Context: an optimization exercise on an open-source flow, tuned for small area, a short achievable clock period and few clock cycles. The choices shown serve that exercise and are no tape-out recipe. Function was checked by simulation only, so behaviour that the tests miss may differ from the original. Power figures rest on the tool's default switching activity, not on a simulated workload.

==> flow/design.v <==
module hcid_tlcorr (
    input  wire [7:0] c,
    output wire [7:0] t
);
    wire [4:0] k    = c[4:0];
    wire [3:0] d    = c[3:0];
    wire lr   = (c[7:6] == 2'b01) && (k != 5'd0) && (k <= 5'd26);   
    wire lo   = lr && c[5];                                           
    wire dig  = (c[7:4] == 4'b0011) && (d <= 4'd9);                   
    wire is_l = (k == 5'd12);                                         
    wire d39  = dig && (d >= 4'd3);
    wire era    = !(lr || dig);
    wire letter = !d39;
    wire upper  = letter && !(lo && !is_l);
    wire [4:0] sl  = is_l ? 5'd8 : (k < 5'd12) ? k - 5'd1 : k - 5'd2;
    wire [4:0] sd  = (d == 4'd0) ? 5'd13 : (d == 4'd1) ? 5'd8 : (d == 4'd2) ? 5'd24 : {1'b0, d} + 5'd22;
    wire [4:0] sym = lr ? sl : dig ? sd : 5'd0;
    assign t = {era, upper, letter, sym};
endmodule
module hcid_decoder (
    input  wire         clk,
    input  wire         rst,
    input  wire         in_valid,
    output wire         in_ready,
    input  wire [7:0]   in_char,
    output wire         out_valid,
    input  wire         out_ready,
    output wire [23:0]  out_prefix,      
    output wire [319:0] out_cw,          
    output wire [39:0]  out_bera,        
    output reg  [5:0]   out_count,       
    output reg          out_case_lost,   
    output reg          out_eof          
);
    reg  [7:0] a_c;          
    reg        a_v;
    reg  [5:0] idx;          
    reg        ov;           
    reg        rdy;          
    assign in_ready  = rdy;
    assign out_valid = ov;
    wire [7:0] a_t;          
    hcid_tlcorr u_tl (.c(a_c), .t(a_t));
    wire [4:0] sym    = a_t[4:0];
    wire       letter = a_t[5];
    wire       upper  = a_t[6];
    wire       era    = a_t[7];
    wire consume = a_v && !(ov && idx != 6'd0);
    wire accept  = in_valid && rdy;
    wire last    = (idx == 6'd62);
    wire [5:0] idx_n = consume ? (last ? 6'd0 : idx + 6'd1) : idx;
    wire ov_n   = (ov && !out_ready) || (consume && last);
    always @(posedge clk) begin
        if (accept) a_c <= in_char;
        if (rst) begin
            a_v <= 1'b0;
            idx <= 6'd0;
            ov  <= 1'b0;
            rdy <= 1'b1;
        end else begin
            a_v <= accept || (a_v && !consume);
            idx <= idx_n;
            ov  <= ov_n;
            rdy <= !(ov_n && idx_n != 6'd0);
        end
    end
    reg  [309:0] st;
    reg  [4:0]   p;
    reg  [1:0]   t2;
    reg          mk;         
    reg  [35:0]  be;         
    wire [2:0] lb    = {idx[2] ^ idx[0], idx[1], idx[0]};
    wire       emit  = lb[2] | (lb[1] & lb[0]);
    wire       mk_in = (lb != 3'd0) && mk;
    wire       mk_b  = mk_in || era;         
    wire       cw_b  = (idx >= 6'd5);        
    wire       zap   = emit && cw_b && mk_b;
    reg  [11:0] wmask;       
    integer j;
    always @* begin
        for (j = 0; j < 12; j = j + 1)
            wmask[j] = zap && (j + 3 >= lb) && (j <= lb + 4);
    end
    wire [11:0] win = {st[1:0], p, sym} & ~wmask;
    always @(posedge clk) begin
        if (consume) begin
            p  <= win[4:0];
            mk <= emit ? (lb != 3'd3 && era) : mk_b;
        end
        if (consume && idx != 6'd0)
            st <= {st[304:2], win[11:5]};
        if (consume && last)
            t2 <= win[4:3];
        if (consume && emit && cw_b)
            be <= {mk_b, be[35:1]};
    end
    reg  [3:0]  n;           
    reg         se;          
    reg  [31:0] cap;         
    reg  [3:0]  cbe;         
    reg  [2:0]  okr;         
    reg         zs, os;      
    reg         gz, go;      
    wire seg_start = (idx == 6'd3) || (idx == 6'd18) || (idx == 6'd33) || (idx == 6'd48);
    wire seg_end   = (idx == 6'd17) || (idx == 6'd32) || (idx == 6'd47) || last;
    wire [1:0] seg = (idx >= 6'd48) ? 2'd3 : (idx >= 6'd33) ? 2'd2 : (idx >= 6'd18) ? 2'd1 : 2'd0;
    wire in_seg    = (idx >= 6'd3);
    wire [3:0] n_in   = seg_start ? 4'd0 : n;
    wire       se_in  = seg_start ? 1'b0 : se;
    wire       take   = letter && !n_in[3];
    wire       se_out = se_in || era;
    wire       ok_out = (n_in[3] || (n_in[2:0] == 3'd7 && letter)) && !se_out;
    wire       zs_out = (seg_start || zs) && !(take && upper);
    wire       os_out = (seg_start || os) && !(take && !upper);
    wire [3:0] okv    = {ok_out, okr};
    wire       lost   = (gz && (zs_out || !ok_out)) || (go && (os_out || !ok_out));
    wire [3:0] cbe_f = {4{lost}} | ~okv | {3'b000, era};    
    integer g;
    always @(posedge clk) begin
        if (consume && in_seg) begin
            n  <= n_in + {3'd0, take};
            se <= se_out;
            zs <= zs_out;
            os <= os_out;
        end
        if (consume && idx == 6'd3) begin
            gz <= 1'b1;
            go <= 1'b1;
        end else if (consume && seg_end && !last && ok_out) begin
            gz <= gz && zs_out;
            go <= go && os_out;
        end
        for (g = 0; g < 4; g = g + 1) begin
            if (consume && last) begin
                if (cbe_f[g]) cap[8*g +: 8] <= 8'h00;
                else if (g == 3 && take) cap[8*g +: 8] <= {cap[8*g +: 7], upper};
            end else if (consume && in_seg && seg == g && take)
                cap[8*g +: 8] <= {cap[8*g +: 7], upper};
        end
        if (consume && seg_end && !last)
            okr[seg] <= ok_out;
        if (consume && last)
            cbe <= cbe_f;
    end
    wire       inc_b = emit && cw_b && mk_b;
    wire [2:0] npc   = {2'b00, ~okv[0] | era} + {2'b00, ~okv[1]} + {2'b00, ~okv[2]} + {2'b00, ~okv[3]};
    wire [2:0] ncap  = !last ? 3'd0 : lost ? 3'd4 : npc;
    wire [6:0] csum  = {out_count, inc_b} + {3'b000, ncap, inc_b};
    always @(posedge clk) begin
        if (consume) begin
            if (idx == 6'd1)
                out_count <= 6'd0;
            else
                out_count <= csum[6:1];
            if (last) begin
                out_case_lost <= lost;
                out_eof       <= |sym[2:0];
            end
        end
    end
    wire [311:0] full = {st, t2};
    genvar gj;
    generate
        for (gj = 0; gj < 39; gj = gj + 1) begin : g_full
            if (gj < 3) begin : g_p
                assign out_prefix[8*gj +: 8] = full[311 - 8*gj -: 8];
            end else begin : g_c
                assign out_cw[8*(gj-3) +: 8] = full[311 - 8*gj -: 8];
            end
        end
    endgenerate
    assign out_cw[319:288] = cap;
    assign out_bera   = {cbe, be};
endmodule
==> flow/flow/run.sh <==
#!/bin/bash
# Own layout flow: the standard ORFS flow, with the port buffers that
# global placement inserts made from sky130_fd_sc_hd__buf_1 instead of the
# cell buffer_ports picks by itself. Everything else is the standard flow.
set -euo pipefail
export BUFFER_PORTS_ARGS="-buffer_cell sky130_fd_sc_hd__buf_1"
bash standard.sh BUFFER_PORTS_ARGS="$BUFFER_PORTS_ARGS" finish > orfs_flow.log 2>&1
==> flow/standard.sh <==
#!/bin/bash
# synth_recipe.tcl (not shown) runs the flow's synth.tcl, then flattens the netlist and writes it again
# the make line also repeats each setting of config.mk as NAME=value (left out here)
make -C /OpenROAD-flow-scripts/flow DESIGN_CONFIG=/design/flow/config.mk WORK_HOME=/design/flow/orfs CLKGATE_MAP_FILE= SYNTH_SCRIPT=/design/flow/synth_recipe.tcl "${@:-finish}"
==> flow/config.mk <==
export PLATFORM = sky130hd
export DESIGN_NAME = hcid_decoder
export DESIGN_NICKNAME = hcid_decoder
export VERILOG_FILES = /design/flow/design.v
export SDC_FILE = /design/flow/constraint.sdc
export NUM_CORES = 4
export LEC_CHECK = 0
export CAP_MARGIN = 20
export CORE_MARGIN = 2
export CORE_UTILIZATION = 60
export CTS_BUF_LIST = sky130_fd_sc_hd__clkbuf_8
export CTS_CLUSTER_DIAMETER = 55
export CTS_CLUSTER_SIZE = 16
export SLEW_MARGIN = 20
==> flow/constraint.sdc <==
create_clock -name core_clock -period 18.0 [get_ports {clk}]
set_input_delay 3.6000 -clock core_clock [delete_from_list [all_inputs] [get_ports {clk}]]
set_output_delay 3.6000 -clock core_clock [all_outputs]
set_load 0.01 [all_outputs]
==> impl_results.md, run 1 <==
* Status: complete, no violations
* Relative max-transition margin at 42.4%
* Clock transition at path regs at 0.09 ns
* Yosys top cell area share at 84.7%
* Syn Inst Count at 740
* CP top delay family: flip-flops
* Final net count at 1,211
* Initial drt markers at 714
* Mux cell area share after synthesis at 0.280%
* Max-slew violations at 0
* Die X at 161 µm
* TritonCTS Buffers at 35
* Post-DR wirelength/cell at 20.7 µm
* Simple-gate share of the synthesized area at 5.35%
* Share of cells above drive strength 1 at 5.78%
* Register share of total power at 65.8%
* Root buf cell: clkbuf_8
* CTS tree: yes
* Reg-to-reg setup timing slack at 13.61 ns
* Area of the mapped netlist at 14,700 µm²
* Final hold vios at 0
* Ports at 406
* Gr usage total at 23.4%
* Register area share after synthesis at 86.2%
* Worst-case clock buffer depth at 3
* Synth Area in Adders at 2.14%
* Post-CTS Setup Bufs at 0
* CTS HTree Levels at 2
* Setup-failing EPs final at 0
* Top cells by area, synth: edfxtp_1 (85%), ha_1 (1.9%), and2_1 (1.5%), dfxtp_1 (1.5%), nand2_1 (0.84%)
* CP Capture Point: out_count[4]
* Post-CTS Resized at 0
* First-pass GRT wire length at 45.3 mm
* Vias/cell at 5.34
* Final Cycle Share at 27.1%
* Total negative slack at 0 ns
* Cell Int Power at 1.34 mW
* Startpoint type of the worst setup path: flip-flop
* Die area at 25,800 µm²
* RR Startpoint: idx[0]$_SDFF_PP0_
* Hold WC Path Type: reg -> reg
* CP max stage cell: edfxtp_1
* Clock share of power at 31.2%
* Switching Power at 339 µW
* Fin crit period at 4.87 ns
* Worst path depth at 1
* Vias in the first global route at 7,504
* Initial antenna violation count at 0
* Buf+Inv Stages, Crit Path at 1
* Core ar. at 24,200 µm²
* Main synth FF type: edfxtp_1
* GR Overflow Total at 0
* Maximum VDD drop at 0.000103 V
* Fill cells at 1,672
* RSZ-0062 raised after global routing: false
* Sw Ratio at 20.1%
* Post-synth net total at 776
* CP Max Fanout at 6
* Largest family of logic cells by synthesized area: simple AND/OR/NAND/NOR gates
* CP required at 14.40 ns
* Dominant cell type by area after synthesis: edfxtp_1
* Maximum clock rate at 0.205 GHz
* Compound-Gate Fraction of Synth Area at 4.61%
* DP HPWL at 22.6 mm
* Port bufs at 405
* Post-DRT Antenna Nets at 0
* Crit path largest cell delay at 0.47 ns
* Count leader, synth: edfxtp_1
* DRC viols at 0
* PwrDens at 96.8 nW/µm²
* Worst Setup SP: out_count[4]$_SDFFCE_PN0P_
* Max Cap Viol at 0
* Drt first pass iters at 7
* CP cell instances: buf_1
* Crit. End Element: primary output
* Syn Area/Cell at 19.9 µm²
* # hold bufs at CTS at 0
* Clock latency on the worst-skew pair at 0.55 ns
* Power, Total at 1.68 mW
* Starting Density at 60.8%
* Leakage at 5.34 nW
* Logic pwr share at 3.0%
* Inserted Diodes at 0
* Distinct cells, synth at 59
* Core Rows at 57
* Height of the die at 161 µm
* Worst Max-Slew Pin Slew at 0.858 ns
* Reg2Reg Capture Point: out_count[5]$_SDFFCE_PN0P_
* RePlAce Congestion at 0.866
* Crit path kind: reg -> out
* Reg2Reg Depth at 18
* Arr. time, crit path at 1.27 ns
* Xor/xnor share of the synthesized area at 0.356%
* Fraction of registers with async set/reset at 0%
* Setup Skew at 0.0390 ns
* Total wire length at 31.4 mm
* Largest net degree at the start of global routing at 215
* Synth warn at 1
* CTS sink cnt at 427
* Post-synth EDFFs at 416
* Area Growth Syn to Fin at 17.8%
* List of most frequent post-synthesis cells: edfxtp_1 (416), and2_1 (36), nand2_1 (33)
* Vias after detailed routing at 8,106
* Seq cells post-synth at 427
-- state kept, by name, indices dropped and copies added, names as in the netlist, 2 cells and up --
| register | flops |
|---|---|
| t2 | 2 |
| be | 36 |
| p | 5 |
| out_count | 6 |
| idx | 6 |
| cbe | 4 |
| a_c | 8 |
| okr | 3 |
| n | 4 |
| cap | 32 |
| st | 310 |
-- metrics by stage --
stage | std cells | cell area [µm²] | hold slack [ns] | worst slack [ns] | utilization, %
after floorplan | 740 | 14700 | 0.465 | 0.655 | -
after global placement | 1461 | 16700 | 0.428 | 13.66 | 68.8
after detailed placement | 1461 | 16700 | 0.431 | 13.65 | 68.8
after CTS | 1517 | 17300 | 0.429 | 13.11 | 71.5
after global routing | 1518 | 17400 | 0.445 | 13.07 | 71.6
final | 1518 | 17400 | 0.435 | 13.13 | 71.6
-- worst min-delay path by stage --
stage	start	slack [ns]	cells after the start	end
after CTS	st[15]$_DFFE_PP_	0.43	0	st[20]$_DFFE_PP_
after floorplan	gz$_SDFFE_PP1P_	0.46	2	gz$_SDFFE_PP1P_
final	st[15]$_DFFE_PP_	0.43	0	st[20]$_DFFE_PP_
after detailed placement	st[52]$_DFFE_PP_	0.43	0	st[57]$_DFFE_PP_
after global routing	st[15]$_DFFE_PP_	0.44	0	st[20]$_DFFE_PP_
after global placement	st[4]$_DFFE_PP_	0.43	0	st[9]$_DFFE_PP_
-- cells by family (layout without fill, tap and decap cells) --
kind of cell / Yosys count / after routing
muxes: 4 / 4
AOI/OAI and AO/OA: 95 / 95
DFF: 427 / 427
buffers and inverters: 36 / 490
and+or+nand+nor: 148 / 148
xor gates and xnor gates: 6 / 6
adders and majority gates: 24 / 24
-- final cells by class --
| type | count | area (µm²) | area share, % |
|---|---|---|---|
| clock buffers | 36 | 495 | 2.85 |
| clock inverters | 20 | 166 | 0.958 |
| inverters | 22 | 85.1 | 0.490 |
| multi-input cells | 277 | 1890 | 10.9 |
| flip-flops and latches | 427 | 12700 | 73.2 |
| well taps | 324 | 405 | 2.33 |
| repair buffers | 412 | 1610 | 9.27 |
-- layout by cell type, fill, tap and decap left out, types with 9 or more instances in the layout --
| cell | count |
|---|---|
| nand2_1 | 33 |
| clkbuf_8 | 36 |
| inv_1 | 28 |
| nand3_1 | 14 |
| nor2_1 | 27 |
| buf_1 | 405 |
| o21a_1 | 9 |
| dfxtp_1 | 11 |
| o21ai_0 | 18 |
| a21oi_1 | 20 |
| ha_1 | 22 |
| edfxtp_1 | 416 |
| and2_1 | 36 |
-- power by group through the flow --
| stage | logic, mW | registers (mW) | clock network, mW |
|---|---|---|---|
| floorplan | 0.0274 | 1.14 | 0 |
| global placement | 0.0499 | 1.13 | 0 |
| detailed placement | 0.0502 | 1.13 | 0 |
| CTS | 0.0502 | 1.11 | 0.542 |
| global route | 0.0556 | 1.11 | 0.575 |
| finish | 0.0507 | 1.11 | 0.525 |
-- metal layers --
layer	global-route usage (%)	wire [µm]	vias to the layer above
li1	-	-	3703
met1	30.8	12100	3994
met2	38.7	15600	353
met3	6.04	2870	56
met4	8.00	945	0
met5	0	0	-
Testbench counts, summed over its fixed seeds: cycles 75,624.
==> inputs of run 2 (changes only) <==
==> flow/flow/run.sh (replaced) <==
#!/bin/bash
# Own layout flow: the standard ORFS flow, with the port buffers that
# global placement inserts made from sky130_fd_sc_hd__buf_1 instead of the
# cell buffer_ports picks by itself, and clock tree synthesis options of
# our own. Everything else is the standard flow.
set -euo pipefail
export BUFFER_PORTS_ARGS="-buffer_cell sky130_fd_sc_hd__buf_1"
export CTS_ARGS="-sink_clustering_enable -repair_clock_nets -sink_clustering_size 30 -sink_clustering_max_diameter 100 -buf_list sky130_fd_sc_hd__clkbuf_16 -dont_use_dummy_load"
bash standard.sh BUFFER_PORTS_ARGS="$BUFFER_PORTS_ARGS" CTS_ARGS="$CTS_ARGS" finish > orfs_flow.log 2>&1
==> run 2 against run 1 <==
Still clean; register-to-register slack about the same; wire length decreased by 1.1%; area after synthesis is the same; critical path type unchanged; highest routed layer unchanged.
==> impl_results.md, run 2 <==
* Status: complete, no violations
* Post-CTS Setup Bufs at 0 (unchanged)
* Compound-Gate Fraction of Synth Area at 4.61% (unchanged)
* Post-DRT Antenna Nets at 0 (unchanged)
* Most used routing layer: met2
* Clock latency on the worst-skew pair at 0.52 ns (-0.03 ns)
* Worst Max-Slew Pin Slew at 0.842 ns (-0.0162 ns)
* DP HPWL at 22.6 mm (unchanged)
* Reg2Reg Depth at 18 (unchanged)
* Gr usage total at 23.0% (-0.42 points)
* Starting Density at 60.8% (unchanged)
* Core ar. at 24,200 µm² (unchanged)
* Setup Skew at 0.0573 ns (+0.0183 ns)
* Met1 GRT Util at 29.9% (-0.91 points)
* Arr. time, crit path at 1.24 ns (-0.03 ns)
* Register name with the most flops: st
* Setup-failing EPs final at 0 (unchanged)
* Leakage at 5.20 nW (-2.6%)
* Synth Area in Adders at 2.14% (unchanged)
* Port bufs at 405 (unchanged)
* Max Cap Viol at 0 (unchanged)
* Syn Inst Count at 740 (unchanged)
* Worst-case clock buffer depth at 3 (unchanged)
* Synth warn at 1 (unchanged)
* Worst path depth at 1 (unchanged)
* Buf+Inv Stages, Crit Path at 1 (unchanged)
* Drt first pass iters at 5 (-2)
* TritonCTS Buffers at 18 (-49%)
* Max-slew violations at 0 (unchanged)
* Commonest cells after routing, fill and taps aside: edfxtp_1 (416), buf_1 (405), and2_1 (36), nand2_1 (33), nor2_1 (27)
* Final net count at 1,194 (-1.4%)
* WHS Path Cells at 0 (unchanged)
* Initial antenna violation count at 0 (unchanged)
* Largest family of logic cells by synthesized area: simple AND/OR/NAND/NOR gates
* Ports at 406 (unchanged)
* Mux cell area share after synthesis at 0.280% (unchanged)
* Die area at 25,800 µm² (unchanged)
* Xor/xnor share of the synthesized area at 0.356% (unchanged)
* Fraction of registers with async set/reset at 0% (unchanged)
* Core Rows at 57 (unchanged)
* Total wire length at 31.1 mm (-1.1%)
* Grt met2 use at 39.2% (+0.51 points)
* Syn Area/Cell at 19.9 µm² (unchanged)
* Final hold vios at 0 (unchanged)
* CTS sink cnt at 427 (unchanged)
* Yosys top cell area share at 84.7% (unchanged)
* Post-synth net total at 776 (unchanged)
* Clock transition at path regs at 0.10 ns (about the same)
* CP top delay family: flip-flops
* Final Cycle Share at 26.9% (-0.21 points)
* Met3 usage at 5.63% (-0.41 points)
* Pre-CTS WS at 13.65 ns (unchanged)
* # hold bufs at CTS at 0 (unchanged)
* Count leader, synth: edfxtp_1
* CP max stage cell: edfxtp_1
* Dominant cell type by area after synthesis: edfxtp_1
* Fin crit period at 4.84 ns (-0.0378 ns)
* Maximum VDD drop at 0.0000835 V (-19%)
* CTS HTree Levels at 1 (-1)
* Main synth FF type: edfxtp_1
* Largest net degree at the start of global routing at 215 (unchanged)
* Vias in the first global route at 7,392 (-1.5%)
* Register area share after synthesis at 86.2% (unchanged)
* List of most frequent post-synthesis cells: edfxtp_1 (416), and2_1 (36), nand2_1 (33)
* Share of cells above drive strength 1 at 3.89% (-1.9 points)
* Maximum clock rate at 0.207 GHz (+0.78%)
* Crit path kind: reg -> out
* Seq cells post-synth at 427 (unchanged)
* Relative max-transition margin at 43.5% (+1.1 points)
* Max FFs per register at 310 (unchanged)
* Hold Path Origin: st[101]$_DFFE_PP_
* Post-CTS Resized at 0 (unchanged)
* Inserted Diodes at 0 (unchanged)
* GR Overflow Total at 0 (unchanged)
* DRC viols at 0 (unchanged)
* Worst Setup SP: out_count[4]$_SDFFCE_PN0P_
* RSZ-0062 raised after global routing: false
* Height of the die at 161 µm (unchanged)
* CTS tree: yes
* Largest registers: st x310, be x36, cap x32
* RR Startpoint: idx[1]$_SDFF_PP0_
* Root buf cell: clkbuf_16
* Vias after detailed routing at 8,012 (-1.2%)
* First-pass GRT wire length at 44.9 mm (-0.90%)
* Initial drt markers at 825 (+16%)
* Commonest non-fill, non-tap cell in the layout: edfxtp_1
* Vias/cell at 5.41 (+1.4%)
* Hold WC Path Type: reg -> reg
* Distinct cells, synth at 59 (unchanged)
* Area Growth Syn to Fin at 16.3%
* CP required at 14.40 ns (about the same)
* Die X at 161 µm (unchanged)
* Setup ws final at 13.16 ns (+0.0378 ns)
* Startpoint type of the worst setup path: flip-flop
* RePlAce Congestion at 0.866 (unchanged)
* Top cells by area, synth: edfxtp_1 (85%), ha_1 (1.9%), and2_1 (1.5%), dfxtp_1 (1.5%), nand2_1 (0.84%)
* PwrDens at 93.4 nW/µm² (-3.5%)
* Crit. End Element: primary output
* Crit path largest cell delay at 0.47 ns (about the same)
* Simple-gate share of the synthesized area at 5.35% (unchanged)
* CP cell instances: buf_1
* Post-DR wirelength/cell at 21.0 µm (+1.5%)
* CP Max Fanout at 6 (unchanged)
* Post-synth EDFFs at 416 (unchanged)
* Total negative slack at 0 ns (unchanged)
* Area of the mapped netlist at 14,700 µm² (unchanged)
run 2: cell counts after synthesis:
Identical to the previous run, type by type.
run 2: metrics by stage:
| step | hold WS [ns] | power (mW) | area [µm²] | std cells | utilization, % |
|---|---|---|---|---|---|
| after floorplan | 0.465 | 1.17 | 14700 | 740 | - |
| after global placement | 0.428 | 1.18 | 16700 | 1461 | 68.8 |
| after detailed placement | 0.431 | 1.18 | 16700 | 1461 | 68.8 |
| after CTS | 0.385 | 1.62 | 17100 | 1479 | 70.6 |
| after global routing | 0.390 | 1.65 | 17200 | 1480 | 70.7 |
| final | 0.382 | 1.60 | 17200 | 1480 | 70.7 |
run 2: final timing paths:
path / slack [ns] / endpoint
setup / recovery: 13.16 / out_count[4]
hold / removal: 0.38 / st[106]$_DFFE_PP_
setup reg to reg: 13.62 / out_count[5]$_SDFFCE_PN0P_
hold reg to reg: 0.38 / st[106]$_DFFE_PP_
run 2: per-layer routing:
layer  part of all wire (%)  wire length, µm  vias to the layer above
met3                    8.4             2600                       49
met2                     50            15700                      329
met1                     38            11900                     3985
li1                       -                -                     3649
met5                      0                0                        -
met4                    3.1              949                        0
run 2: cell type report:
type                    instances  area [µm²]
clock buffers                  18         450
well taps                     324         405
flip-flops and latches        427       12700
repair buffers                412        1610
fillers                      1669        7090
inverters                      22        85.1
multi-input cells             277        1890
run 2: power by group:
| group | switching [mW] | internal [mW] | total (mW) |
|---|---|---|---|
| logic | 0.0354 | 0.0151 | 0.0505 |
| registers | 0.00920 | 1.10 | 1.11 |
| clock network | 0.265 | 0.181 | 0.446 |
| total | 0.309 | 1.29 | 1.60 |
run 2: kinds of logic after synthesis:
| logic type | Yosys count |
|---|---|
| multiplexers | 4 |
| adder cells (fa/ha/maj) | 24 |
| AO/OA/AOI/OAI | 95 |
| buffers and inverters | 36 |
| AND/OR/NAND/NOR | 148 |
| flip-flops | 427 |
| XOR/XNOR | 6 |
run 2: worst register-to-register path, delay by kind of cell (launching register included):
family / cells / cell delay (ns)
multiplexers: 1 / 0.17
adder cells (fa/ha/maj): 5 / 1.56
XOR/XNOR: 1 / 0.16
buffers and inverters: 2 / 0.26
flip-flops: 1 / 0.64
AO/OA/AOI/OAI: 2 / 0.28
AND/OR/NAND/NOR: 7 / 1.10
==> inputs of run 3 (changes only) <==
==> flow/flow/run.sh (replaced) <==
#!/bin/bash
set -euo pipefail
export BUFFER_PORTS_ARGS="-buffer_cell sky130_fd_sc_hd__buf_1"
export CTS_ARGS="-sink_clustering_enable -repair_clock_nets -sink_clustering_size 30 -sink_clustering_max_diameter 100 -buf_list sky130_fd_sc_hd__clkbuf_16 -dont_use_dummy_load"
export SETUP_SLACK_MARGIN=13.2
bash standard.sh BUFFER_PORTS_ARGS="$BUFFER_PORTS_ARGS" CTS_ARGS="$CTS_ARGS" SETUP_SLACK_MARGIN="$SETUP_SLACK_MARGIN" finish > orfs_flow.log 2>&1
--- a/flow/config.mk
+++ b/flow/config.mk
@@ -6,9 +6,7 @@
 export NUM_CORES = 4
 export LEC_CHECK = 0
+export ABC_AREA = 1
 export CAP_MARGIN = 20
 export CORE_MARGIN = 2
 export CORE_UTILIZATION = 60
-export CTS_BUF_LIST = sky130_fd_sc_hd__clkbuf_8
-export CTS_CLUSTER_DIAMETER = 55
-export CTS_CLUSTER_SIZE = 16
 export SLEW_MARGIN = 20
==> run 3 against run 2 <==
Area after synthesis increased by 1.2%; first-iteration DRC count decreased by 12%; non-clock buffer count increased by 6; core utilization increased by 0.71 points; clock power about the same; via count increased by 3.4%; wire length increased by 6.8%; flip-flop and latch count unchanged; register-to-register slack improved by 0.23 ns; maximum frequency increased by 0.97%; sequential power about the same; critical path depth unchanged; largest cell class unchanged.
==> impl_results.md, run 3 <==
* Height of the die at 162 µm (+0.57%)
* Total wire length at 33.2 mm (+6.8%)
* Worst Setup SP: st[72]$_DFFE_PP_
* Area of the mapped netlist at 14,900 µm² (+1.2%)
* Leakage at 5.99 nW (+15%)
* Final Cycle Share at 26.6% (-0.26 points)
* Area Growth Syn to Fin at 16.8%
* Max FFs per register at 310 (unchanged)
* Crit path kind: reg -> out
* Fin crit period at 4.79 ns (-0.0464 ns)
* Clock transition at path regs at 0.10 ns (about the same)
* Dpl cell area at 16,900 µm² (+1.2%)
* Inserted Diodes at 0 (unchanged)
* Setup ws final at 13.21 ns (+0.0464 ns)
* CTS sink cnt at 427 (unchanged)
* RePlAce Congestion at 0.899 (+3.9%)
* Startpoint type of the worst setup path: flip-flop
* Reg2Reg Depth at 21 (+3)
* List of most frequent post-synthesis cells: edfxtp_1 (416), inv_1 (94), nand2_1 (92)
* Top cells by area, synth: edfxtp_1 (84%), inv_1 (2.4%), nand2_1 (2.3%), ha_1 (1.8%), dfxtp_1 (1.5%)
* Pre-CTS WS at 13.69 ns (+0.0398 ns)
* Seq cells post-synth at 427 (unchanged)
* Vias after detailed routing at 8,283 (+3.4%)
* Reg-to-reg setup timing slack at 13.85 ns (+0.23 ns)
* Arr. time, crit path at 1.19 ns (-0.05 ns)
* Syn Inst Count at 839 (+13%)
* Worst Max-Slew Pin Slew at 1.07 ns (+0.227 ns)
* Routed length on met2 at 16.8 mm (+7.2%)
* Distinct cells, synth at 39 (-34%)
* Setup-failing EPs final at 0 (unchanged)
* Hold WC Path Type: reg -> reg
* Buf+Inv Stages, Crit Path at 1 (unchanged)
* DP HPWL at 24.5 mm (+8.4%)
* Fill cells at 1,641 (-1.7%)
* CP top delay family: flip-flops
* Setup Skew at 0.0816 ns (+0.0243 ns)
* Max Cap Viol at 0 (unchanged)
* Relative max-transition margin at 28.8% (-15 points)
* Largest net degree at the start of global routing at 221 (+2.8%)
* Register name with the most flops: st
* Final hold vios at 0 (unchanged)
* Max-slew violations at 0 (unchanged)
* Dominant cell type by area after synthesis: edfxtp_1
* Port bufs at 405 (unchanged)
* CTS tree: yes
* Worst path depth at 1 (unchanged)
* PwrDens at 92.2 nW/µm² (-1.2%)
* Reg2Reg Capture Point: out_count[2]$_SDFFCE_PN0P_
* CTS HTree Levels at 1 (unchanged)
* Post-synth EDFFs at 416 (unchanged)
* Vias in the first global route at 7,547 (+2.1%)
* Yosys top cell area share at 83.7% (-0.97 points)
* Maximum VDD drop at 0.0000786 V (-5.8%)
* Total negative slack at 0 ns (unchanged)
* RR Startpoint: a_c[0]$_DFFE_PP_
* Register area share after synthesis at 85.2% (-0.99 points)
* TritonCTS Buffers at 18 (unchanged)
* Gr usage total at 24.2% (+1.2 points)
* Fraction of registers with async set/reset at 0% (unchanged)
* CP Capture Point: out_cw[210]
* CP Max Fanout at 2 (-4)
* RSZ-0062 raised after global routing: false
* Die X at 162 µm (+0.57%)
* Main synth FF type: edfxtp_1
* Syn Area/Cell at 17.8 µm² (-11%)
* Share of cells above drive strength 1 at 7.42% (+3.5 points)
* Final net count at 1,305 (+9.3%)
* Initial drt markers at 730 (-12%)
* Post-DR wirelength/cell at 20.9 µm (-0.69%)
* GR Overflow Total at 0 (unchanged)
* CP required at 14.40 ns (about the same)
* Ports at 406 (unchanged)
* Maximum clock rate at 0.209 GHz (+0.97%)
* Crit. End Element: primary output
* Initial antenna violation count at 1 (+1)
* Met1 wire length at 12.8 mm (+7.8%)
* CP max stage cell: edfxtp_1
* Die area at 26,100 µm² (+1.1%)
* CP cell instances: buf_1
* Largest registers: st x310, be x36, cap x32
* Count leader, synth: edfxtp_1
* Post-synth net total at 875 (+13%)
* Worst-case clock buffer depth at 3 (unchanged)
* Starting Density at 61.2% (+0.35 points)
* Commonest cells after routing, fill and taps aside: edfxtp_1 (416), buf_1 (402), inv_1 (91), nand2_1 (90), nor2_1 (38)
* Drt first pass iters at 6 (+1)
* Core ar. at 24,400 µm² (+0.59%)
* Root buf cell: clkbuf_16
* First-pass GRT wire length at 47.2 mm (+5.1%)
* Final Cell Area at 17,400 µm² (+1.6%)
* Met3 routed WL at 2.54 mm (-2.1%)
* Status: complete, no violations
* Final hold slack at 0.404 ns (+0.0229 ns)
* Crit path largest cell delay at 0.37 ns (-0.10 ns)
* Commonest non-fill, non-tap cell in the layout: edfxtp_1
* DR top layer: met5
* Core Rows at 57 (unchanged)
* Clock latency on the worst-skew pair at 0.53 ns (about the same)
* Post-DRT Antenna Nets at 0 (unchanged)
* Vias/cell at 5.21 (-3.8%)
* DRC viols at 0 (unchanged)
* Synth warn at 1 (unchanged)
==> run 3: cell count changes after synthesis, moves of 12 or more <==
cell,change
and2_1,-36
nor2_1,+12
nand3_1,+15
nand2_1,+59
inv_1,+75
inv_2,+12
==> run 3: what timing repair did <==
action	CTS	global route
gates resized for setup	0	3
hold buffers	0	0
setup buffers	1	7
endpoints found under the hold margin	0	0
endpoints found under the setup margin	1	8
==> run 3: where the power goes <==
group / internal, mW / total [mW] / leakage, nW / switching [mW]
logic: 0.0147 / 0.0530 / 1.90 / 0.0384
clock network: 0.181 / 0.445 / 0.222 / 0.264
registers: 1.10 / 1.11 / 3.86 / 0.00983
total: 1.30 / 1.61 / 5.99 / 0.313
==> run 3: routing by layer <==
layer	up-vias	GRT usage, %
met4	2	6.88
met1	4065	31.9
met3	47	5.11
li1	3844	-
met2	325	41.6
met5	-	0
==> run 3: per-stage QoR <==
| stage | total power, mW | util [%] | std cells |
|---|---|---|---|
| 6_report | 1.61 | 71.5 | 1591 |
| 5_1_grt | 1.66 | 71.5 | 1591 |
| 4_1_cts | 1.62 | 71.0 | 1582 |
| 3_5_place_dp | 1.18 | 69.2 | 1563 |
| 3_3_place_gp | 1.18 | 69.2 | 1563 |
| 2_1_floorplan | 1.16 | - | 839 |
==> run 3: area by class of cell <==
class	count	area (µm²)	share of cell area [%]
Multi-Input combinational cell	296	1780	10.2
Clock buffer	18	450	2.58
Timing Repair Buffer	418	1670	9.56
Sequential cell	427	12700	73.0
Inverter	108	415	2.38
Tap cell	324	405	2.33
==> run 3: kinds of logic after synthesis <==
kind of cell / count (synthesis) / synth area share, %
buffers and inverters: 116 / 3.04
flip-flops: 427 / 85.2
AND/OR/NAND/NOR: 202 / 6.66
AO/OA/AOI/OAI: 65 / 2.68
XOR/XNOR: 5 / 0.294
adder cells (fa/ha/maj): 24 / 2.11
==> run 3: how the worst min path moves through the flow <==
stage	from	endpoint	slack, ns	cells past startpoint
final	st[39]$_DFFE_PP_	st[44]$_DFFE_PP_	0.40	0
after global routing	st[4]$_DFFE_PP_	st[9]$_DFFE_PP_	0.40	0
after CTS	st[16]$_DFFE_PP_	st[21]$_DFFE_PP_	0.40	0
after detailed placement	st[143]$_DFFE_PP_	st[148]$_DFFE_PP_	0.43	0
after global placement	be[8]$_DFFE_PP_	be[7]$_DFFE_PP_	0.43	0
after floorplan	a_v$_SDFF_PP0_	a_v$_SDFF_PP0_	0.47	2
==> inputs of run 4 (changes only) <==
--- a/flow/config.mk
+++ b/flow/config.mk
@@ -6,7 +6,6 @@
 export NUM_CORES = 4
 export LEC_CHECK = 0
-export ABC_AREA = 1
 export CAP_MARGIN = 20
 export CORE_MARGIN = 2
-export CORE_UTILIZATION = 60
+export CORE_UTILIZATION = 70
 export SLEW_MARGIN = 20
==> run 4 against run 3 <==
Largest power group unchanged; critical path type unchanged; global-route usage grew 6.6 points; first-iteration DRC count increased by 13%; critical path depth did not move; total power is essentially flat; largest cell class unchanged; critical endpoint is now out_cw[283].
==> impl_results.md, run 4 <==
* Status: complete, no violations
* Root buf cell: clkbuf_16
* Area Growth Syn to Fin at 16.0%
* Count leader, synth: edfxtp_1
* Synth warn at 1 (unchanged)
* Final core occ at 82.2% (+11 points)
* Most used routing layer: met2
* Initial antenna violation count at 0 (-1)
* Setup Skew at 0.0574 ns (-0.0242 ns)
* Starting Density at 70.8% (+9.7 points)
* Xor/xnor share of the synthesized area at 0.356% (+0.063 points)
* Inserted Diodes at 0 (unchanged)
* Post-synth EDFFs at 416 (unchanged)
* Buf+Inv Stages, Crit Path at 1 (unchanged)
* PwrDens at 94.0 nW/µm² (+2.0%)
* Seq cells post-synth at 427 (unchanged)
* Synth Area in Adders at 2.14% (+0.025 points)
* Final net count at 1,197 (-8.3%)
* Post-DRT Antenna Nets at 0 (unchanged)
* Setup-failing EPs final at 0 (unchanged)
* Register name with the most flops: st
* RSZ-0062 raised after global routing: false
* TritonCTS Buffers at 18 (unchanged)
* Arr. time, crit path at 1.20 ns (about the same)
* Mux cell area share after synthesis at 0.280% (+0.28 points)
* DP HPWL at 24.3 mm (-0.93%)
* Vias after detailed routing at 8,405 (+1.5%)
* Grt met2 use at 52.7% (+11 points)
* CTS tree: yes
* CTS sink cnt at 427 (unchanged)
* Hold WC Path Type: reg -> reg
* # hold bufs at CTS at 0 (unchanged)
* Share of cells above drive strength 1 at 5.26% (-2.2 points)
* CP required at 14.40 ns (about the same)
* Reg2Reg Depth at 18 (-14%)
* CP max stage cell: edfxtp_1
* Multi-input logic area at 1900 µm² (+6.7%)
* Commonest cells after routing, fill and taps aside: edfxtp_1 (416), buf_1 (397), and2_1 (36), nand2_1 (33), nor2_1 (27)
* Ports at 406 (unchanged)
* Drt first pass iters at 6 (unchanged)
* Reg-to-reg setup timing slack at 13.56 ns (-0.29 ns)
* Crit path largest cell delay at 0.49 ns (+0.12 ns)
* Post-DR wirelength/cell at 24.4 µm (+17%)
* Startpoint type of the worst setup path: flip-flop
* CP top delay family: flip-flops
* Worst-case clock buffer depth at 3 (unchanged)
* Hold Path Origin: st[171]$_DFFE_PP_
* List of most frequent post-synthesis cells: edfxtp_1 (416), and2_1 (36), nand2_1 (33)
* Relative max-transition margin at 26.3% (-2.5 points)
* Met3 usage at 6.09% (+0.98 points)
* GR Overflow Total at 0 (unchanged)
* Clock latency on the worst-skew pair at 0.54 ns (about the same)
* Post-synth net total at 776 (-11%)
* Fin crit period at 4.80 ns (+0.0131 ns)
* Core ar. at 20,800 µm² (-15%)
* Vias in the first global route at 7,657 (+1.5%)
* Max Cap Viol at 0 (unchanged)
* Reg2Reg Capture Point: out_count[5]$_SDFFCE_PN0P_
* RR Startpoint: a_c[1]$_DFFE_PP_
* Total wire length at 35.0 mm (+5.2%)
* CTS HTree Levels at 1 (unchanged)
* WHS Path Cells at 0 (unchanged)
* Largest family of logic cells by synthesized area: simple AND/OR/NAND/NOR gates
* RePlAce Congestion at 0.849 (-5.5%)
* Area of the mapped netlist at 14,700 µm² (-1.1%)
* Maximum clock rate at 0.208 GHz (-0.27%)
* Total negative slack at 0 ns (unchanged)
* Largest registers: st x310, be x36, cap x32
* Fraction of registers with async set/reset at 0% (unchanged)
* Initial drt markers at 828 (+13%)
* Maximum VDD drop at 0.0000948 V (+21%)
* Simple-gate share of the synthesized area at 5.35% (-1.3 points)
* Vias/cell at 5.86 (+13%)
* Syn Area/Cell at 19.9 µm² (+12%)
* Syn Inst Count at 740 (-12%)
* Commonest non-fill, non-tap cell in the layout: edfxtp_1
* Port bufs at 405 (unchanged)
* Final Cycle Share at 26.7% (+0.073 points)
* Yosys top cell area share at 84.7% (+0.97 points)
* Max FFs per register at 310 (unchanged)
* Met1 GRT Util at 40.8% (+8.8 points)
* Leakage at 5.23 nW (-13%)
* Top cells by area, synth: edfxtp_1 (85%), ha_1 (1.9%), and2_1 (1.5%), dfxtp_1 (1.5%), nand2_1 (0.84%)
* CP Max Fanout at 2 (unchanged)
* Height of the die at 149 µm (-7.8%)
* WHS Endpoint: st[176]$_DFFE_PP_
* Compound-Gate Fraction of Synth Area at 4.61% (+1.9 points)
* Die area at 22,200 µm² (-15%)
* Worst Max-Slew Pin Slew at 1.09 ns (+0.0258 ns)
* Clock transition at path regs at 0.10 ns (about the same)
* Gr usage total at 30.8% (+6.6 points)
* Distinct cells, synth at 59 (+51%)
* Dominant cell type by area after synthesis: edfxtp_1
* Final hold vios at 0 (unchanged)
* Die X at 149 µm (-7.8%)
* Max-slew violations at 0 (unchanged)
* Main synth FF type: edfxtp_1
* Core Rows at 53 (-7.0%)
* Crit. End Element: primary output
* DRC viols at 0 (unchanged)
* CP cell instances: buf_1
* First-pass GRT wire length at 50.3 mm (+6.5%)
* Fill cells at 1,050 (-36%)
* Register area at 12,700 µm² (about the same)
* Crit path kind: reg -> out
* Register area share after synthesis at 86.2% (+0.99 points)
* Largest net degree at the start of global routing at 175 (-21%)
run 4: where the power goes:
group / switching (mW) / internal [mW]
clock network: 0.269 / 0.181
logic: 0.0372 / 0.0155
registers: 0.00988 / 1.10
total: 0.316 / 1.29
run 4: worst max-delay path by stage:
stage	start	end	cells past startpoint	slack [ns]
floorplan	idx[2]$_SDFF_PP0_	st[0]$_DFFE_PP_	6	11.19
global placement	in_valid	a_c[0]$_DFFE_PP_	2	13.67
detailed placement	in_valid	a_c[2]$_DFFE_PP_	2	13.66
CTS	st[179]$_DFFE_PP_	out_cw[109]	1	13.20
global route	st[1]$_DFFE_PP_	out_cw[283]	1	13.19
finish	st[1]$_DFFE_PP_	out_cw[283]	1	13.20
run 4: metrics by stage:
step | setup WS (ns) | area, µm² | hold slack [ns] | instances | power, mW
4_1_cts | 13.20 | 17100 | 0.409 | 1431 | 1.61
3_3_place_gp | 13.67 | 16600 | 0.428 | 1411 | 1.18
2_1_floorplan | 11.19 | 14800 | 0.465 | 740 | 1.16
6_report | 13.20 | 17100 | 0.407 | 1434 | 1.61
5_1_grt | 13.19 | 17100 | 0.414 | 1434 | 1.65
3_5_place_dp | 13.66 | 16600 | 0.429 | 1411 | 1.18
run 4: repair_timing:
item / 4_1_cts / 5_1_grt
resized for setup: 3 / 8
pin swaps: 0 / 0
setup buffers: 2 / 3
setup endpoints to repair: 5 / 8
run 4: logic make-up after synthesis:
logic type                 Yosys count
AOI/OAI and AO/OA                   95
and+or+nand+nor                    148
DFF                                427
xor gates and xnor gates             6
muxes                                4
adders and majority gates           24
buffers and inverters               36
run 4: layout make-up:
cell class | count | area share, %
Multi-Input combinational cell | 277 | 11.1
Sequential cell | 427 | 74.3
Tap cell | 275 | 2.01
Inverter | 22 | 0.497
Timing Repair Buffer | 415 | 9.46
Clock buffer | 18 | 2.63
run 4: layer usage:
layer  part of all wire, %  up-vias
met2                    51      475
met5                     0        -
met4                   3.6        0
met1                    37     4194
li1                      -     3663
met3                   8.5       73
==> inputs of run 5 (changes only) <==
==> flow/flow/run.sh (replaced) <==
#!/bin/bash
set -euo pipefail
export BUFFER_PORTS_ARGS="-buffer_cell sky130_fd_sc_hd__buf_1"
export CTS_ARGS="-sink_clustering_enable -repair_clock_nets -sink_clustering_size 30 -sink_clustering_max_diameter 100 -buf_list sky130_fd_sc_hd__clkbuf_16 -dont_use_dummy_load"
export SETUP_SLACK_MARGIN=13.25
bash standard.sh BUFFER_PORTS_ARGS="$BUFFER_PORTS_ARGS" CTS_ARGS="$CTS_ARGS" SETUP_SLACK_MARGIN="$SETUP_SLACK_MARGIN" finish > orfs_flow.log 2>&1
--- a/flow/config.mk
+++ b/flow/config.mk
@@ -8,4 +8,4 @@
 export CAP_MARGIN = 20
 export CORE_MARGIN = 2
-export CORE_UTILIZATION = 70
+export CORE_UTILIZATION = 60
 export SLEW_MARGIN = 20
==> run 5 against run 4 <==
Area after synthesis did not move; final cell count rose by 6.1%; combinational power rose by 2%; cell area rose by 2.5%; largest cell class unchanged; register-to-register slack improved by 0.09 ns; worst setup slack improved by 0.070 ns; non-clock buffer count rose by 39; maximum frequency rose by 1.5%.
==> impl_results.md, run 5 <==
* Sw Ratio at 19.3% (-0.30 points)
* Root buf cell: clkbuf_16
* CTS HTree Levels at 1 (unchanged)
* Crit path kind: reg -> out
* Fill cells at 1,621 (+54%)
* Clock transition at path regs at 0.11 ns (about the same)
* Die X at 161 µm (+7.8%)
* Seq cells post-synth at 427 (unchanged)
* List of most frequent post-synthesis cells: edfxtp_1 (416), and2_1 (36), nand2_1 (33)
* Relative max-transition margin at 33.1% (+6.9 points)
* Final Cycle Share at 26.3% (-0.39 points)
* Post-synth net total at 776 (unchanged)
* Total negative slack at 0 ns (unchanged)
* Distinct cells, synth at 59 (unchanged)
* Height of the die at 161 µm (+7.8%)
* CP required at 14.40 ns (about the same)
* Startpoint type of the worst setup path: flip-flop
* Area Growth Syn to Fin at 18.9%
* Reg2Reg Depth at 6 (-12)
* Largest family of logic cells by synthesized area: simple AND/OR/NAND/NOR gates
* Synth warn at 1 (unchanged)
* Register name with the most flops: st
* Largest registers: st x310, be x36, cap x32
* Syn Area/Cell at 19.9 µm² (unchanged)
* RR Startpoint: idx[4]$_SDFF_PP0_
* CP Max Fanout at 2 (unchanged)
* CP Capture Point: out_cw[272]
* Arr. time, crit path at 1.13 ns (-0.07 ns)
* Main synth FF type: edfxtp_1
* Final hold vios at 0 (unchanged)
* Compound-Gate Fraction of Synth Area at 4.61% (unchanged)
* Initial drt markers at 824 (-0.48%)
* Clock latency on the worst-skew pair at 0.52 ns (-0.02 ns)
* Switching Power at 310 µW (-1.7%)
* Xor/xnor share of the synthesized area at 0.356% (unchanged)
* Worst path depth at 1 (unchanged)
* Worst Setup SP: st[6]$_DFFE_PP_
* Power, Total at 1.61 mW (-0.24%)
* Register share of total power at 68.9% (about the same)
* Die area at 25,800 µm² (+16%)
* Leakage at 5.51 nW (+5.4%)
* Simple-gate share of the synthesized area at 5.35% (unchanged)
* Vias/cell at 5.34 (-8.9%)
* TritonCTS Buffers at 18 (unchanged)
* Post-synth EDFFs at 416 (unchanged)
* Worst Max-Slew Pin Slew at 1.00 ns (-0.0912 ns)
* Setup Skew at 0.0656 ns (+0.00824 ns)
* Fraction of registers with async set/reset at 0% (unchanged)
* CTS tree: yes
* CTS sink cnt at 427 (unchanged)
* Vias after detailed routing at 8,128 (-3.3%)
* Count leader, synth: edfxtp_1
* Setup-failing EPs final at 0 (unchanged)
* Initial antenna violation count at 0 (unchanged)
* Port bufs at 405 (unchanged)
* Drt first pass iters at 5 (-1)
* Synth Area in Adders at 2.14% (unchanged)
* Total wire length at 31.2 mm (-11%)
* Core Rows at 57 (+7.5%)
* Worst-case clock buffer depth at 3 (unchanged)
* Yosys top cell area share at 84.7% (unchanged)
* Mux cell area share after synthesis at 0.280% (unchanged)
* Status: complete, no violations
* Vias in the first global route at 7,282 (-4.9%)
* DP HPWL at 22.4 mm (-7.6%)
* Ports at 406 (unchanged)
* CP max stage cell: edfxtp_1
* Logic pwr share at 3.3% (about the same)
* Syn Inst Count at 740 (unchanged)
* PwrDens at 91.5 nW/µm² (-2.7%)
* Largest net degree at the start of global routing at 199 (+14%)
* Starting Density at 60.8% (-10 points)
* Max Cap Viol at 0 (unchanged)
* Commonest non-fill, non-tap cell in the layout: edfxtp_1
* Top cells by area, synth: edfxtp_1 (85%), ha_1 (1.9%), and2_1 (1.5%), dfxtp_1 (1.5%), nand2_1 (0.84%)
* Dominant cell type by area after synthesis: edfxtp_1
* Setup ws final at 13.27 ns (+0.0697 ns)
* Maximum clock rate at 0.211 GHz (+1.5%)
* First-pass GRT wire length at 44.4 mm (-12%)
* Post-DRT Antenna Nets at 0 (unchanged)
* Maximum VDD drop at 0.0000979 V (+3.4%)
* Post-DR wirelength/cell at 20.5 µm (-16%)
* Fin crit period at 4.73 ns (-0.0697 ns)
* Max-slew violations at 0 (unchanged)
* Register area share after synthesis at 86.2% (unchanged)
* Reg2Reg Capture Point: st[179]$_DFFE_PP_
* Final hold slack at 0.386 ns (-0.0206 ns)
* Commonest cells after routing, fill and taps aside: edfxtp_1 (416), buf_1 (365), buf_4 (47), and2_1 (36), nand2_1 (33)
* RePlAce Congestion at 0.867 (+2.1%)
* Buf+Inv Stages, Crit Path at 1 (unchanged)
* Hold WC Path Type: reg -> reg
* DRC viols at 0 (unchanged)
* Crit. End Element: primary output
* CP cell instances: clkbuf_2
* Clock share of power at 27.8% (-0.2 points)
* Max FFs per register at 310 (unchanged)
* Crit path largest cell delay at 0.46 ns (-0.03 ns)
* Area of the mapped netlist at 14,700 µm² (unchanged)
* Reg-to-reg setup timing slack at 13.65 ns (+0.09 ns)
* Gr usage total at 22.7% (-8.0 points)
* Inserted Diodes at 0 (unchanged)
* # hold bufs at CTS at 0 (unchanged)
* Final core occ at 72.3% (-9.8 points)
* Pre-CTS WS at 13.41 ns (-0.253 ns)
* Share of cells above drive strength 1 at 10.9% (+5.6 points)
* GR Overflow Total at 0 (unchanged)
* Core ar. at 24,200 µm² (+16%)
* Final net count at 1,236 (+3.3%)
* Cell Int Power at 1.29 mW (+0.13%)
* CP top delay family: flip-flops
* RSZ-0062 raised after global routing: true
run 5: cell families (layout without fill, tap and decap cells):
kind of cell | after synthesis | count (layout)
buffers and inverters | 36 | 494
xor gates and xnor gates | 6 | 6
and+or+nand+nor | 148 | 148
adders and majority gates | 24 | 24
AOI/OAI and AO/OA | 95 | 95
muxes | 4 | 4
DFF | 427 | 427
run 5: power groups by stage:
stage / clock network (mW) / logic [mW] / registers, mW
2_1_floorplan: 0 / 0.0280 / 1.13
3_3_place_gp: 0 / 0.0499 / 1.13
3_5_place_dp: 0 / 0.0501 / 1.13
4_1_cts: 0.460 / 0.0513 / 1.11
5_1_grt: 0.487 / 0.0587 / 1.11
6_report: 0.446 / 0.0535 / 1.11
run 5: worst min path at each step:
| stage | endpoint | start | depth (start not counted) | slack (ns) |
|---|---|---|---|---|
| 5_1_grt | st[71]$_DFFE_PP_ | st[66]$_DFFE_PP_ | 0 | 0.39 |
| 3_3_place_gp | st[309]$_DFFE_PP_ | st[304]$_DFFE_PP_ | 0 | 0.43 |
| 4_1_cts | st[71]$_DFFE_PP_ | st[66]$_DFFE_PP_ | 0 | 0.39 |
| 2_1_floorplan | gz$_SDFFE_PP1P_ | gz$_SDFFE_PP1P_ | 2 | 0.46 |
| 6_report | st[71]$_DFFE_PP_ | st[66]$_DFFE_PP_ | 0 | 0.39 |
| 3_5_place_dp | st[38]$_DFFE_PP_ | st[33]$_DFFE_PP_ | 0 | 0.43 |
run 5: layout make-up:
cell class / count / area (µm²) / share of cell area, %
Inverter: 22 / 85.1 / 0.485
Sequential cell: 427 / 12700 / 72.5
Multi-Input combinational cell: 277 / 1900 / 10.8
Tap cell: 324 / 405 / 2.31
Clock buffer: 18 / 450 / 2.57
Timing Repair Buffer: 454 / 1990 / 11.3
run 5: metrics by stage:
| step | cell area [µm²] | cells |
|---|---|---|
| after floorplan | 14800 | 740 |
| after global placement | 16700 | 1461 |
| after detailed placement | 16700 | 1461 |
| after CTS | 17200 | 1485 |
| after global routing | 17500 | 1522 |
| final | 17500 | 1522 |
run 5: metal layers:
metal	vias up	routed length [µm]	GRT usage [%]
li1	3745	-	-
met1	4001	12100	29.8
met2	332	15400	38.0
met3	50	2670	5.99
met4	0	964	7.10
met5	-	0	0
run 5: timing repair:
| item | in CTS | in global routing |
|---|---|---|
| setup buffers | 6 | 37 |
| resized for setup | 9 | 47 |
| setup endpoints to repair | 12 | 260 |
| cloned | 0 | 0 |
| endpoints found under the hold margin | 0 | 0 |
==> inputs of run 6 (changes only) <==
==> flow/flow/run.sh (replaced) <==
#!/bin/bash
set -euo pipefail
export BUFFER_PORTS_ARGS="-buffer_cell sky130_fd_sc_hd__buf_1"
export CTS_ARGS="-sink_clustering_enable -repair_clock_nets -sink_clustering_size 30 -sink_clustering_max_diameter 100 -buf_list sky130_fd_sc_hd__clkbuf_16 -dont_use_dummy_load"
export SETUP_SLACK_MARGIN=13.3
bash standard.sh BUFFER_PORTS_ARGS="$BUFFER_PORTS_ARGS" CTS_ARGS="$CTS_ARGS" SETUP_SLACK_MARGIN="$SETUP_SLACK_MARGIN" finish > orfs_flow.log 2>&1
==> run 6 against run 5 <==
Worst setup slack lost 0.020 ns; cell area increased by 11%; via count rose by 10%; highest routed layer unchanged; register-to-register slack improved by 0.03 ns; still clean on timing, DRC and antenna; critical endpoint is now out_bera[20]; die area is the same.
==> impl_results.md, run 6 <==
* Max Cap Viol at 0 (unchanged)
* Xor/xnor share of the synthesized area at 0.356% (unchanged)
* Starting Density at 60.8% (unchanged)
* Max FFs per register at 310 (unchanged)
* CP max stage cell: edfxtp_1
* Syn Inst Count at 740 (unchanged)
* Switching Power at 319 µW (+2.7%)
* Maximum clock rate at 0.210 GHz (-0.41%)
* Crit path largest cell delay at 0.46 ns (about the same)
* Core Rows at 57 (unchanged)
* Vias/cell at 5.28 (-1.1%)
* Mux cell area share after synthesis at 0.280% (unchanged)
* Total wire length at 35.5 mm (+14%)
* DRC viols at 0 (unchanged)
* CTS HTree Levels at 1 (unchanged)
* TritonCTS Buffers at 18 (unchanged)
* Final Instance Count excl. Fillers at 1,694 (+11%)
* CP top delay family: flip-flops
* Worst Max-Slew Pin Slew at 0.978 ns (-0.0247 ns)
* Fraction of registers with async set/reset at 0% (unchanged)
* Maximum VDD drop at 0.000108 V (+9.9%)
* List of most frequent post-synthesis cells: edfxtp_1 (416), and2_1 (36), nand2_1 (33)
* Die X at 161 µm (unchanged)
* Post-synth net total at 776 (unchanged)
* Multi-input logic area at 1900 µm² (+0.46%)
* DP HPWL at 22.4 mm (unchanged)
* Arr. time, crit path at 1.15 ns (+0.02 ns)
* Total negative slack at 0 ns (unchanged)
* CP required at 14.40 ns (about the same)
* CP Max Fanout at 2 (unchanged)
* Initial drt markers at 764 (-7.3%)
* Die area at 25,800 µm² (unchanged)
* Root buf cell: clkbuf_16
* RSZ-0062 raised after global routing: true
* Seq cells post-synth at 427 (unchanged)
* Buf+Inv Stages, Crit Path at 1 (unchanged)
* Port bufs at 405 (unchanged)
* Fin crit period at 4.75 ns (+0.0196 ns)
* Share of cells above drive strength 1 at 39.5% (+29 points)
* Post-DR wirelength/cell at 21.0 µm (+2.4%)
* GR Overflow Total at 0 (unchanged)
* Final Cycle Share at 26.4% (+0.11 points)
* Inserted Diodes at 0 (unchanged)
* First-pass GRT wire length at 45.6 mm (+2.8%)
* Vias after detailed routing at 8,948 (+10%)
* Distinct cells, synth at 59 (unchanged)
* Cells after DPL at 1,461 (unchanged)
* Syn Area/Cell at 19.9 µm² (unchanged)
* Largest family of logic cells by synthesized area: simple AND/OR/NAND/NOR gates
* Startpoint type of the worst setup path: flip-flop
* Logic pwr share at 3.9% (+0.6 points)
* Vias in the first global route at 7,641 (+4.9%)
* Synth warn at 1 (unchanged)
* Dpl cell area at 16,700 µm² (unchanged)
* Largest registers: st x310, be x36, cap x32
* Worst-case clock buffer depth at 3 (unchanged)
* Core ar. at 24,200 µm² (unchanged)
* Top cells by area, synth: edfxtp_1 (85%), ha_1 (1.9%), and2_1 (1.5%), dfxtp_1 (1.5%), nand2_1 (0.84%)
* PwrDens at 83.6 nW/µm² (-8.7%)
* Leakage at 7.07 nW (+28%)
* Count leader, synth: edfxtp_1
* CTS sink cnt at 427 (unchanged)
* Ports at 406 (unchanged)
* Height of the die at 161 µm (unchanged)
* Register share of total power at 68.2% (-0.7 points)
* Setup Skew at 0.0729 ns (+0.00731 ns)
* Drt first pass iters at 5 (unchanged)
* Max-slew violations at 0 (unchanged)
* CTS tree: yes
* Register area share after synthesis at 86.2% (unchanged)
* Setup ws final at 13.25 ns (-0.0196 ns)
* Final net count at 1,408 (+14%)
* CP cell instances: clkbuf_2
* Synth Area in Adders at 2.14% (unchanged)
* Fill cells at 1,299 (-20%)
* Sw Ratio at 19.7% (+0.33 points)
* RePlAce Congestion at 0.867 (unchanged)
* Initial antenna violation count at 0 (unchanged)
* Gr usage total at 23.4% (+0.66 points)
* Cell Int Power at 1.30 mW (+0.62%)
* Clock latency on the worst-skew pair at 0.53 ns (about the same)
* Clock transition at path regs at 0.11 ns (about the same)
* Area of the mapped netlist at 14,700 µm² (unchanged)
* Hold WC Path Type: reg -> reg
* Crit. End Element: primary output
* Final hold vios at 0 (unchanged)
* Compound-Gate Fraction of Synth Area at 4.61% (unchanged)
* Register area at 12,700 µm² (unchanged)
* Dominant cell type by area after synthesis: edfxtp_1
* # hold bufs at CTS at 0 (unchanged)
* Commonest non-fill, non-tap cell in the layout: edfxtp_1
* Clock share of power at 27.9% (about the same)
* Largest net degree at the start of global routing at 199 (unchanged)
* Status: complete, no violations
* Main synth FF type: edfxtp_1
* Power, Total at 1.62 mW (+1.0%)
* Setup-failing EPs final at 0 (unchanged)
* Post-synth EDFFs at 416 (unchanged)
* Relative max-transition margin at 34.8% (+1.6 points)
* Yosys top cell area share at 84.7% (unchanged)
* Pre-CTS WS at 13.41 ns (unchanged)
* Area Growth Syn to Fin at 31.6%
* Register name with the most flops: st
* Crit path kind: reg -> out
* Simple-gate share of the synthesized area at 5.35% (unchanged)
* Final Cell Area at 19,400 µm² (+11%)
* Commonest cells after routing, fill and taps aside: edfxtp_1 (416), buf_4 (218), clkbuf_2 (183), buf_1 (126), buf_6 (51)
* Post-DRT Antenna Nets at 0 (unchanged)
[run 6: cell counts after synthesis]
Identical to the previous run, type by type.
[run 6: layout make-up]
type	instances	area share (%)
Clock buffer	18	2.32
Inverter	22	0.438
Multi-Input combinational cell	278	9.81
Sequential cell	427	65.5
Tap cell	324	2.09
Timing Repair Buffer	625	19.8
[run 6: cell families (layout without fill, tap and decap cells)]
kind of cell	count (synthesis)	after routing
AND/OR/NAND/NOR	148	148
flip-flops	427	427
AO/OA/AOI/OAI	95	96
XOR/XNOR	6	6
buffers and inverters	36	665
multiplexers	4	4
adder cells (fa/ha/maj)	24	24
[run 6: final timing paths]
check                          from                          to  slack [ns]  depth (start not counted)
setup / recovery   be[20]$_DFFE_PP_                out_bera[20]       13.25                          1
setup reg to reg  idx[1]$_SDFF_PP0_  out_count[5]$_SDFFCE_PN0P_       13.68                         18
hold / removal     st[66]$_DFFE_PP_            st[71]$_DFFE_PP_        0.39                          0
hold reg to reg    st[66]$_DFFE_PP_            st[71]$_DFFE_PP_        0.39                          0
[run 6: repair_timing]
action | 4_1_cts | 5_1_grt
cloned | 0 | 1
gates resized for setup | 111 | 271
buffers inserted | 82 | 132
setup endpoints to repair | 150 | 527
[run 6: routing by layer]
metal  wire length, µm  GRT usage (%)  vias to the layer above
met5                 0              0                        -
li1                  -              -                     4081
met3              2720           6.30                       68
met1             13100           30.2                     4428
met2             18200           39.7                      371
met4              1410           6.74                        0
[run 6: metrics by stage]
step           util (%)  hold slack, ns
6_report           80.0           0.388
2_1_floorplan         -           0.465
4_1_cts            74.0           0.391
3_3_place_gp       68.8           0.429
3_5_place_dp       68.8           0.429
5_1_grt            80.0           0.394
[run 6: power groups by stage]
stage	combinational [mW]	clock (mW)	sequential (mW)
after global routing	0.0688	0.491	1.11
final	0.0634	0.452	1.11
after CTS	0.0558	0.460	1.11
after global placement	0.0499	0	1.13
after detailed placement	0.0501	0	1.13
after floorplan	0.0280	0	1.13
==> inputs of run 7 (changes only) <==
==> flow/flow/run.sh (replaced) <==
#!/bin/bash
set -euo pipefail
export BUFFER_PORTS_ARGS="-buffer_cell sky130_fd_sc_hd__buf_1"
export CTS_ARGS="-sink_clustering_enable -repair_clock_nets -sink_clustering_size 30 -sink_clustering_max_diameter 100 -buf_list sky130_fd_sc_hd__clkbuf_16 -dont_use_dummy_load"
export SETUP_SLACK_MARGIN=13.2
bash standard.sh BUFFER_PORTS_ARGS="$BUFFER_PORTS_ARGS" CTS_ARGS="$CTS_ARGS" SETUP_SLACK_MARGIN="$SETUP_SLACK_MARGIN" finish > orfs_flow.log 2>&1
--- a/flow/config.mk
+++ b/flow/config.mk
@@ -9,3 +9,4 @@
 export CORE_MARGIN = 2
 export CORE_UTILIZATION = 60
+export PLACE_DENSITY = 0.8
 export SLEW_MARGIN = 20
==> run 7 against run 6 <==
Sequential power about the same; wire length decreased by 10%; via count decreased by 8.0%; area after synthesis unchanged; clock power decreased by 2%; critical endpoint is now out_cw[228]; synthesized cell count unchanged; final cell count decreased by 12%; still clean on timing, DRC and antenna; register-to-register slack got worse by 0.04 ns; core utilization decreased by 9.0 points; first-iteration DRC count increased by 14%; die area unchanged.
==> impl_results.md, run 7 <==
* Largest registers: st x310, be x36, cap x32
* Crit. End Element: primary output
* RR Startpoint: idx[1]$_SDFF_PP0_
* CP top delay family: flip-flops
* TritonCTS Buffers at 18 (unchanged)
* DP HPWL at 23.0 mm (+2.7%)
* Status: complete, no violations
* DRC viols at 0 (unchanged)
* CTS sink cnt at 427 (unchanged)
* Commonest cells after routing, fill and taps aside: edfxtp_1 (416), buf_1 (404), and2_1 (36), nand2_1 (33), nor2_1 (27)
* Post-synth net total at 776 (unchanged)
* Final hold vios at 0 (unchanged)
* Die area at 25,800 µm² (unchanged)
* Inserted Diodes at 0 (unchanged)
* Port bufs at 405 (unchanged)
* CTS tree: yes
* CP Max Fanout at 2 (unchanged)
* Root buf cell: clkbuf_16
* Share of cells above drive strength 1 at 4.81% (-35 points)
* # hold bufs at CTS at 0 (unchanged)
* List of most frequent post-synthesis cells: edfxtp_1 (416), and2_1 (36), nand2_1 (33)
* Area of the mapped netlist at 14,700 µm² (unchanged)
* Worst Max-Slew Pin Slew at 0.895 ns (-0.0835 ns)
* Maximum clock rate at 0.210 GHz (-0.16%)
* Drt first pass iters at 5 (unchanged)
* Commonest non-fill, non-tap cell in the layout: edfxtp_1
* Ports at 406 (unchanged)
* Syn Area/Cell at 19.9 µm² (unchanged)
* Fin crit period at 4.76 ns (+0.00780 ns)
* Buf+Inv Stages, Crit Path at 1 (unchanged)
* Final Cycle Share at 26.4% (+0.043 points)
* First-pass GRT wire length at 46.6 mm (+2.2%)
* Area Growth Syn to Fin at 16.9%
* Clock latency on the worst-skew pair at 0.52 ns (about the same)
* Max-slew violations at 0 (unchanged)
* Fraction of registers with async set/reset at 0% (unchanged)
* Multi-input logic area at 1900 µm² (-0.46%)
* Hold Path Origin: st[135]$_DFFE_PP_
* Register area share after synthesis at 86.2% (unchanged)
* Core Rows at 57 (unchanged)
* Setup-failing EPs final at 0 (unchanged)
* Main synth FF type: edfxtp_1
* Final net count at 1,202 (-15%)
* Max Cap Viol at 0 (unchanged)
* Initial drt markers at 872 (+14%)
* Register name with the most flops: st
* Seq cells post-synth at 427 (unchanged)
* Post-DR wirelength/cell at 21.5 µm (+2.4%)
* CP max stage cell: edfxtp_1
* Count leader, synth: edfxtp_1
* Crit path kind: reg -> out
* Total wire length at 31.9 mm (-10%)
* CP cell instances: buf_1
* Total negative slack at 0 ns (unchanged)
* Height of the die at 161 µm (unchanged)
* Vias/cell at 5.53 (+4.8%)
* Die X at 161 µm (unchanged)
* Clock transition at path regs at 0.11 ns (about the same)
* Vias in the first global route at 7,595 (-0.60%)
* GR Overflow Total at 0 (unchanged)
* Initial antenna violation count at 0 (unchanged)
* Worst-case clock buffer depth at 3 (unchanged)
* CP required at 14.40 ns (about the same)
* Syn Inst Count at 740 (unchanged)
* Post-synth EDFFs at 416 (unchanged)
* Startpoint type of the worst setup path: flip-flop
* Max FFs per register at 310 (unchanged)
* Final hold slack at 0.416 ns (+0.0279 ns)
* Hold WC Path Type: reg -> reg
* Setup Skew at 0.0462 ns (-0.0267 ns)
* Arr. time, crit path at 1.16 ns (about the same)
* Dominant cell type by area after synthesis: edfxtp_1
* Post-DRT Antenna Nets at 0 (unchanged)
* RePlAce Congestion at 0.875 (+0.98%)
* Worst Setup SP: st[58]$_DFFE_PP_
* CTS HTree Levels at 1 (unchanged)
* Core ar. at 24,200 µm² (unchanged)
* Yosys top cell area share at 84.7% (unchanged)
* Leakage at 5.25 nW (-26%)
* Distinct cells, synth at 59 (unchanged)
* Synth warn at 1 (unchanged)
* Gr usage total at 23.8% (+0.41 points)
* Relative max-transition margin at 40.4% (+5.6 points)
* Fill cells at 1,551 (+19%)
* Vias after detailed routing at 8,235 (-8.0%)
* Top cells by area, synth: edfxtp_1 (85%), ha_1 (1.9%), and2_1 (1.5%), dfxtp_1 (1.5%), nand2_1 (0.84%)
* Starting Density at 60.8% (unchanged)
* Crit path largest cell delay at 0.46 ns (about the same)
* RSZ-0062 raised after global routing: false
* Largest net degree at the start of global routing at 221 (+11%)
* Register area at 12,700 µm² (about the same)
* PwrDens at 92.8 nW/µm² (+11%)
* Maximum VDD drop at 0.0000834 V (-22%)
run 7: cell counts after synthesis:
Identical to the previous run, type by type.
run 7: where the power goes:
part | leakage (nW) | internal (mW) | switching [mW]
sequential | 3.62 | 1.10 | 0.00965
combinational | 1.40 | 0.0161 | 0.0360
clock | 0.222 | 0.181 | 0.260
total | 5.25 | 1.29 | 0.306
run 7: layout make-up:
type | count | area share (%)
repair buffers | 420 | 9.78
well taps | 324 | 2.35
clock buffers | 18 | 2.61
flip-flops and latches | 427 | 73.8
inverters | 22 | 0.494
multi-input cells | 277 | 11.0
run 7: layer usage:
metal | up-vias | share of wire [%] | wire length (µm) | global-route usage, %
met5 | - | 0 | 0 | 0
met2 | 405 | 51 | 16100 | 40.1
li1 | 3666 | - | - | -
met1 | 4119 | 38 | 12200 | 32.4
met3 | 45 | 8.9 | 2830 | 5.11
met4 | 0 | 2.3 | 728 | 5.97
run 7: worst register-to-register path: stages (launching register included):
cell and delay, ns:
dfxtp_1 0.64, inv_1 0.18, ha_1 0.27, mux2i_1 0.14, a21boi_1 0.13, nand2_1 0.22
and3_1 0.34, inv_4 0.07, fa_1 0.47, ha_1 0.20, ha_1 0.27, and3_1 0.14
ha_1 0.33, nor2b_1 0.16, o21ai_0 0.15, nand2b_1 0.11, nand3_1 0.11, xor2_1 0.15
nor2_1 0.05
run 7: metrics by stage:
step / setup WS (ns) / power, mW / instances / cell area (µm²) / utilization (%)
5_1_grt: 13.20 / 1.65 / 1488 / 17200 / 71.1
6_report: 13.24 / 1.60 / 1488 / 17200 / 71.1
3_5_place_dp: 13.64 / 1.18 / 1461 / 16700 / 68.8
4_1_cts: 13.20 / 1.61 / 1480 / 17100 / 70.7
2_1_floorplan: 11.19 / 1.16 / 740 / 14800 / -
3_3_place_gp: 13.67 / 1.18 / 1461 / 16700 / 68.8
run 7: cells by family after synthesis:
family | after synthesis | share of synthesized area (%)
buf+inv | 36 | 1.07
mux | 4 | 0.280
compound gates | 95 | 4.61
xor+xnor | 6 | 0.356
flops | 427 | 86.2
simple gates | 148 | 5.35
fa+ha+maj | 24 | 2.14
run 7: worst paths after layout:
kind	endpoint	slack (ns)	cells after the start
worst max-delay path	out_cw[228]	13.24	1
worst min-delay path	st[140]$_DFFE_PP_	0.42	0
worst max register to register	out_count[5]$_SDFFCE_PN0P_	13.64	18
worst min register to register	st[140]$_DFFE_PP_	0.42	0
run 7: timing repair:
action,4_1_cts,5_1_grt
pin swaps,0,0
gates cloned,0,0
gates resized for setup,1,2
endpoints found under the setup margin,2,5
buffers inserted,1,6

Check on run 7: ideal ports give 13.240 ns setup slack; a clkbuf_16 on the clock port and buf_2 on the inputs give 13.194 ns; moving port delays by the midpoint clock arrival (0.547 ns) as well gives 13.632 ns.
